Background: an optimization exercise with open tools, aiming at small area, a short achievable clock period and few clock cycles. Do not read the settings as production practice.
Power and IR drop assume default switching activity.

==> inputs of 10-13 <==
Design crc16mb, start of the top module:
module crc16mb (
    input  wire        clk,
    input  wire        rst,         
    input  wire        swap_en,     
    input  wire        zp_guard,    
    input  wire        cmd_valid,
    output wire        cmd_ready,
    input  wire [11:0] cmd,
    output reg         rsp_valid,
    output reg  [3:0]  rsp_st,
    output reg  [31:0] rsp_dout
);
export LEC_CHECK = 0
export CAP_MARGIN = 20
export CORE_MARGIN = 2
export CORE_UTILIZATION = 60
export PLACE_DENSITY = 0.7
export SLEW_MARGIN = 20
create_clock -name core_clock -period 13.0 [get_ports {clk}]
run.sh (not shown) runs the stock make flow with config.mk's settings and CLKGATE_MAP_FILE= SYNTH_SCRIPT=/design/flow/synth_recipe.tcl, a recipe that flattens the netlist after the stock synthesis.
==> 07-07: changes against 10-13 <==
--- a/flow/design.v
+++ b/flow/design.v
@@ -74,16 +74,18 @@
     reg  d_init, d_upd, d_fin, d_tbl, d_qry, d_clr, d_push, d_sfx, d_val, d_dec;
     reg  d_rd0, d_rd1, d_rd2, d_rd3, d_rdf;    
     wire illegal = !xq;
     reg  [3:0]         gk;         
     reg  [3:0]         gdi, gdp;   
     reg  [21:0]        gms, gmc;   
     reg  [3:0]         gdp2;       
-    reg  [21:0]        ga1, ga2;
-    wire               gdone = (gk == 4'd10);
+    reg  [21:0]        ga1;        
+    reg  [15:0]        gsum;       
+    reg                gate_q;     
+    wire               gdone = (gk == 4'd11);
     wire [3:0]  i_dig = f_i[{gk[2:0], 2'b00} +: 4];
     wire [3:0]  p_dig = f_p[{gk[2:0], 2'b00} +: 4];
     wire [12:0] g_lo = (gdp == 4'd0) ? 13'd0 :
                          (gdp == 4'd1) ? 13'd500 :
                          (gdp == 4'd2) ? 13'd1000 :
                          (gdp == 4'd3) ? 13'd1500 :
                          (gdp == 4'd4) ? 13'd2000 :
@@ -120,23 +122,19 @@
     wire [21:0] m1s = mr0 ^ mr1 ^ mr2;
     wire [21:0] m1c = {(mr0 & mr1) | (mr0 & mr2) | (mr1 & mr2), 1'b0};
     wire [21:0] m2s = m1s ^ m1c ^ mr3;
     wire [21:0] m2c = {(m1s & m1c) | (m1s & mr3) | (m1c & mr3), 1'b1};
     wire [21:0] m3s = m2s ^ m2c ^ mlo;
     wire [21:0] m3c = {(m2s & m2c) | (m2s & mlo) | (m2c & mlo), 1'b0};
     wire [21:0] ga1_in = {{4{ga1[21]}}, ga1[21:4]};
-    wire [21:0] ga2_in = {{4{ga2[21]}}, ga2[21:4]};
     wire [21:0] a1s = ga1_in ^ gms ^ gmc;
     wire [21:0] a1c = {(ga1_in & gms) | (ga1_in & gmc) | (gms & gmc), 1'b0};
-    wire [21:0] a2x = ~gms, a2y = ~gmc, a2w = {8'd0, g_k};
-    wire [21:0] a2s = ga2_in ^ a2x ^ a2y;
-    wire [21:0] a2c = {(ga2_in & a2x) | (ga2_in & a2y) | (a2x & a2y), 1'b1};
-    wire [21:0] a2t = a2s ^ a2c ^ a2w;
-    wire [21:0] a2u = {(a2s & a2c) | (a2s & a2w) | (a2c & a2w), 1'b1};
-    wire        gate_ok = !ga1[21] && !ga2[21];
+    wire        gcy = gsum[3:0] < ga1[3:0];
+    wire [15:0] gsum_d = {{4{gsum[15]}}, gsum[15:4]} + {2'b00, g_k} - {15'd0, gcy};
+    wire        gate_ok = gate_q;
     wire        p_zero  = (f_p == 32'd0);
     wire        gclr = rst_q || l_lt13;
     always @(posedge clk) begin
         if (gclr)
             gk <= 4'd0;
         else if (!gdone)
             gk <= gk + 4'd1;
@@ -148,28 +146,29 @@
             gdp <= p_dig;
         end
         gms  <= m3s;
         gmc  <= m3c;
         gdp2 <= gdp;
         if (gclr) begin
             ga1 <= 22'd0;
-            ga2 <= 22'd0;
+            gsum <= 16'd0;
         end else begin
             ga1 <= a1s + a1c;
-            ga2 <= a2t + a2u;
+            gsum <= gsum_d;
         end
+        gate_q <= !ga1[21] && ($signed({{6{gsum[15]}}, gsum}) >= $signed(ga1));
     end
     wire [15:0] upd_val;                    
     crc16_step u_upd (.c(d_tbl ? 16'h0000 : crc), .b(arg), .r(upd_val));
     wire [15:0] buf_step;                   
     crc16_step u_buf (.c(rcrc), .b(lb1), .r(buf_step));
     wire exec_op  = xq;
-    wire is_push  = xq && d_push;
-    wire is_sfx   = xq && d_sfx;
-    wire is_dec   = xq && d_dec;
+    wire is_push  = d_push;
+    wire is_sfx   = d_sfx;
+    wire is_dec   = d_dec;
     wire len_full = l_full;
     wire len_ge2  = l_ge2;
     wire sfx_ok   = !ovf && l_le254;
     wire sfx_go   = is_sfx && sfx_ok;       
     wire dec_need = crcok && l_ge25 && !p_zero;
     wire dec_new_wait = is_dec && dec_need && !gdone;
     wire dec_exec = (is_dec && !dec_new_wait) || (dec_pend && gdone);
@@ -227,18 +226,17 @@
             4'd6:    fld_val = f_p;
             4'd7:    fld_val = f_e;
             4'd8:    fld_val = {16'd0, f_f};
             4'd9:    fld_val = {16'd0, f_pf};
             default: fld_val = {16'd0, f_al};
         endcase
     end
-    wire o_init = xq && d_init, o_upd = xq && d_upd, o_fin = xq && d_fin;
-    wire o_tbl  = xq && d_tbl, o_qry = xq && d_qry, o_clr = xq && d_clr, o_val = xq && d_val;
-    wire o_rd0  = xq && d_rd0, o_rd1 = xq && d_rd1, o_rd2 = xq && d_rd2, o_rd3 = xq && d_rd3;
-    wire o_rdf  = xq && d_rdf;
+    wire o_init = d_init, o_upd = d_upd, o_fin = d_fin, o_tbl = d_tbl, o_qry = d_qry;
+    wire o_clr  = d_clr, o_val = d_val;
+    wire o_rd0  = d_rd0, o_rd1 = d_rd1, o_rd2 = d_rd2, o_rd3 = d_rd3, o_rdf = d_rdf;
     wire val_ok = !ovf && len_ge2;
     wire val_go = o_val && val_ok;
     wire val_eq = lb1 == rcrc[7:0] && lb0 == rcrc[15:8];
     wire sph1   = sph == 2'd1;
     wire sph3   = sph == 2'd3;
     wire [15:0] crc_sw  = {crc[7:0], crc[15:8]};
     wire [15:0] rcrc_sw = {rcrc[7:0], rcrc[15:8]};
@@ -280,14 +278,15 @@
                 st_d = ST_SHORT;
             else if (p_zero ? !zpq : !gate_ok)
                 st_d = ST_BADVAL;
         end
     end
     wire        accept  = cmd_valid && ready_r;
     wire [3:0]  cmd_op  = cmd[11:8];
+    wire        a_zero  = cmd[7:0] == 8'd0;
     always @(posedge clk) begin
         if (rst) begin
             vq        <= 1'b0;
             xq        <= 1'b0;
             ready_r   <= 1'b1;
             sph       <= 2'd0;
             dec_pend  <= 1'b0;
@@ -308,29 +307,30 @@
                 dec_pend <= 1'b0;
             else if (dec_new_wait)
                 dec_pend <= 1'b1;
         end
     end
     always @(posedge clk) begin
         rst_q    <= rst;
-        d_init <= cmd_op == OP_CRC_INIT;
-        d_upd  <= cmd_op == OP_CRC_UPD;
-        d_fin  <= cmd_op == OP_CRC_FIN;
-        d_tbl  <= cmd_op == OP_TBL;
-        d_qry  <= cmd_op == OP_QRY;
-        d_clr  <= cmd_op == OP_FRM_CLR;
-        d_push <= cmd_op == OP_FRM_PUSH;
-        d_sfx  <= cmd_op == OP_FRM_SFX;
-        d_val  <= cmd_op == OP_FRM_VAL;
-        d_dec  <= cmd_op == OP_FRM_DEC;
-        d_rd0  <= cmd_op == OP_RD && cmd[3:0] == 4'd0;
-        d_rd1  <= cmd_op == OP_RD && cmd[3:0] == 4'd1;
-        d_rd2  <= cmd_op == OP_RD && cmd[3:0] == 4'd2;
-        d_rd3  <= cmd_op == OP_RD && cmd[3:0] == 4'd3;
-        d_rdf  <= cmd_op == OP_RD && cmd[3:2] != 2'b00;
+        d_init <= accept && cmd_op == OP_CRC_INIT && a_zero;
+        d_upd  <= accept && cmd_op == OP_CRC_UPD;
+        d_fin  <= accept && cmd_op == OP_CRC_FIN && a_zero;
+        d_tbl  <= accept && cmd_op == OP_TBL;
+        d_qry  <= accept && cmd_op == OP_QRY && cmd[7:3] == 5'd0;
+        d_clr  <= accept && cmd_op == OP_FRM_CLR && a_zero;
+        d_push <= accept && cmd_op == OP_FRM_PUSH;
+        d_sfx  <= accept && cmd_op == OP_FRM_SFX && a_zero;
+        d_val  <= accept && cmd_op == OP_FRM_VAL && a_zero;
+        d_dec  <= accept && cmd_op == OP_FRM_DEC && a_zero;
+        d_rd0  <= accept && cmd_op == OP_RD && cmd[7:0] == 8'd0;
+        d_rd1  <= accept && cmd_op == OP_RD && cmd[7:0] == 8'd1;
+        d_rd2  <= accept && cmd_op == OP_RD && cmd[7:0] == 8'd2;
+        d_rd3  <= accept && cmd_op == OP_RD && cmd[7:0] == 8'd3;
+        d_rdf  <= accept && cmd_op == OP_RD && cmd[7:4] == 4'd0 && cmd[3:2] != 2'b00 &&
+                  cmd[3:0] <= 4'd10;
         swq      <= swap_en;
         zpq      <= zp_guard;
         cq       <= cmd;
         rsp_st   <= st_d;
         rsp_dout <= dout_d;
         crc    <= crc_d;
         crcout <= crcout_d;
==> flow/flow/run.sh (new file) <==
#!/bin/bash
# Layout flow: the standard flow, except that the slow delay cells
# (clkdlybuf4s*, dlygate*, dlymetal*) and the weakest buffers (buf_1, clkbuf_1) are kept out of every step after
# synthesis, so port buffers and repair buffers are ordinary buffers.
# Synthesis is the standard one, run unchanged. Each step's full output
# goes to a log file of its own in this folder.
set -euo pipefail
bash standard.sh synth > synth.log 2>&1
DU=$(make -s -C "$FLOW_HOME" DESIGN_CONFIG="$PWD/config.mk" WORK_HOME="$PWD/orfs" print-DONT_USE_CELLS 2>/dev/null | sed -n 's/^DONT_USE_CELLS: //p')
for c in clkdlybuf4s15_1 clkdlybuf4s15_2 clkdlybuf4s18_1 clkdlybuf4s18_2 clkdlybuf4s25_1 \
         clkdlybuf4s25_2 clkdlybuf4s50_1 clkdlybuf4s50_2 dlygate4sd1_1 dlygate4sd2_1 \
         dlygate4sd3_1 dlymetal6s2s_1 dlymetal6s4s_1 dlymetal6s6s_1 buf_1 clkbuf_1; do
  DU="$DU sky130_fd_sc_hd__$c"
done
bash standard.sh "DONT_USE_CELLS=$DU" floorplan > floorplan.log 2>&1
bash standard.sh "DONT_USE_CELLS=$DU" place > place.log 2>&1
bash standard.sh "DONT_USE_CELLS=$DU" cts > cts.log 2>&1
bash standard.sh "DONT_USE_CELLS=$DU" route > route.log 2>&1
bash standard.sh "DONT_USE_CELLS=$DU" finish > finish.log 2>&1
==> flow/standard.sh (new file) <==
#!/bin/bash
# synth_recipe.tcl (not shown) runs the flow's synth.tcl, then flattens the netlist and writes it again
# the make line also repeats each setting of config.mk as NAME=value (left out here)
make -C /OpenROAD-flow-scripts/flow DESIGN_CONFIG=/design/flow/config.mk WORK_HOME=/design/flow/orfs CLKGATE_MAP_FILE= SYNTH_SCRIPT=/design/flow/synth_recipe.tcl "${@:-finish}"
--- a/flow/config.mk
+++ b/flow/config.mk
@@ -4,9 +4,11 @@
 export VERILOG_FILES = /design/flow/design.v
 export SDC_FILE = /design/flow/constraint.sdc
 export NUM_CORES = 8
 export LEC_CHECK = 0
 export CAP_MARGIN = 20
 export CORE_MARGIN = 2
 export CORE_UTILIZATION = 60
+export CTS_CLUSTER_DIAMETER = 80
+export CTS_CLUSTER_SIZE = 25
 export PLACE_DENSITY = 0.7
 export SLEW_MARGIN = 20
removed: flow/run.sh
==> summary of the runs <==
Between 07-07 and 10-13, the lower register-to-register slack is in 07-07 (gap 90 ps). In 07-07 the non-clock buffer count is lower than in 10-13, by 9. Against 07-07, the cell area of 10-13 is higher by 4.9%. In 07-07 the clock skew is higher than in 10-13, by 6.2 ps. In 10-13 the combinational power is higher than in 07-07, by 8.4%. Global-route usage: 07-07 is lower than 10-13 (2.2 points). Between 07-07 and 10-13, the lower synthesized cell count is in 10-13 (gap about 2.2%, measured against 10-13).
No run of this note included a check of the RTL's function; only the layout flow was run.

==> afterwards: timing with drivers on the ports <==
The results above use ideal ports. As a check the final layouts listed here were re-extracted and re-timed, cells and wires unchanged. Step 1 assumes that a clkbuf_16 drives the clock port and a buf_2 every other input. Step 2 times the ports against the registers' clock, not the clock port: input delays grow and output delays shrink by t, the midpoint of the rising clock arrivals with the driver on. a / b / c = no drivers / after step 1 / after step 2; a / b = the first two.
run	t (ns)	setup slack, ns	latest minus earliest clock arrival (ns)	worst register clock-pin slew, ns
10-13	0.629	8.946 / 8.891 / 8.701	0.024 / 0.025	0.07 / 0.07
07-07	0.615	8.853 / 8.888 / 8.274	0.029 / 0.029	0.11 / 0.11
After both steps every run listed still meets setup and hold. For 07-07, which loses most, drivers alone change the setup slack by +0.035 ns; drivers and shift together by -0.579 ns.
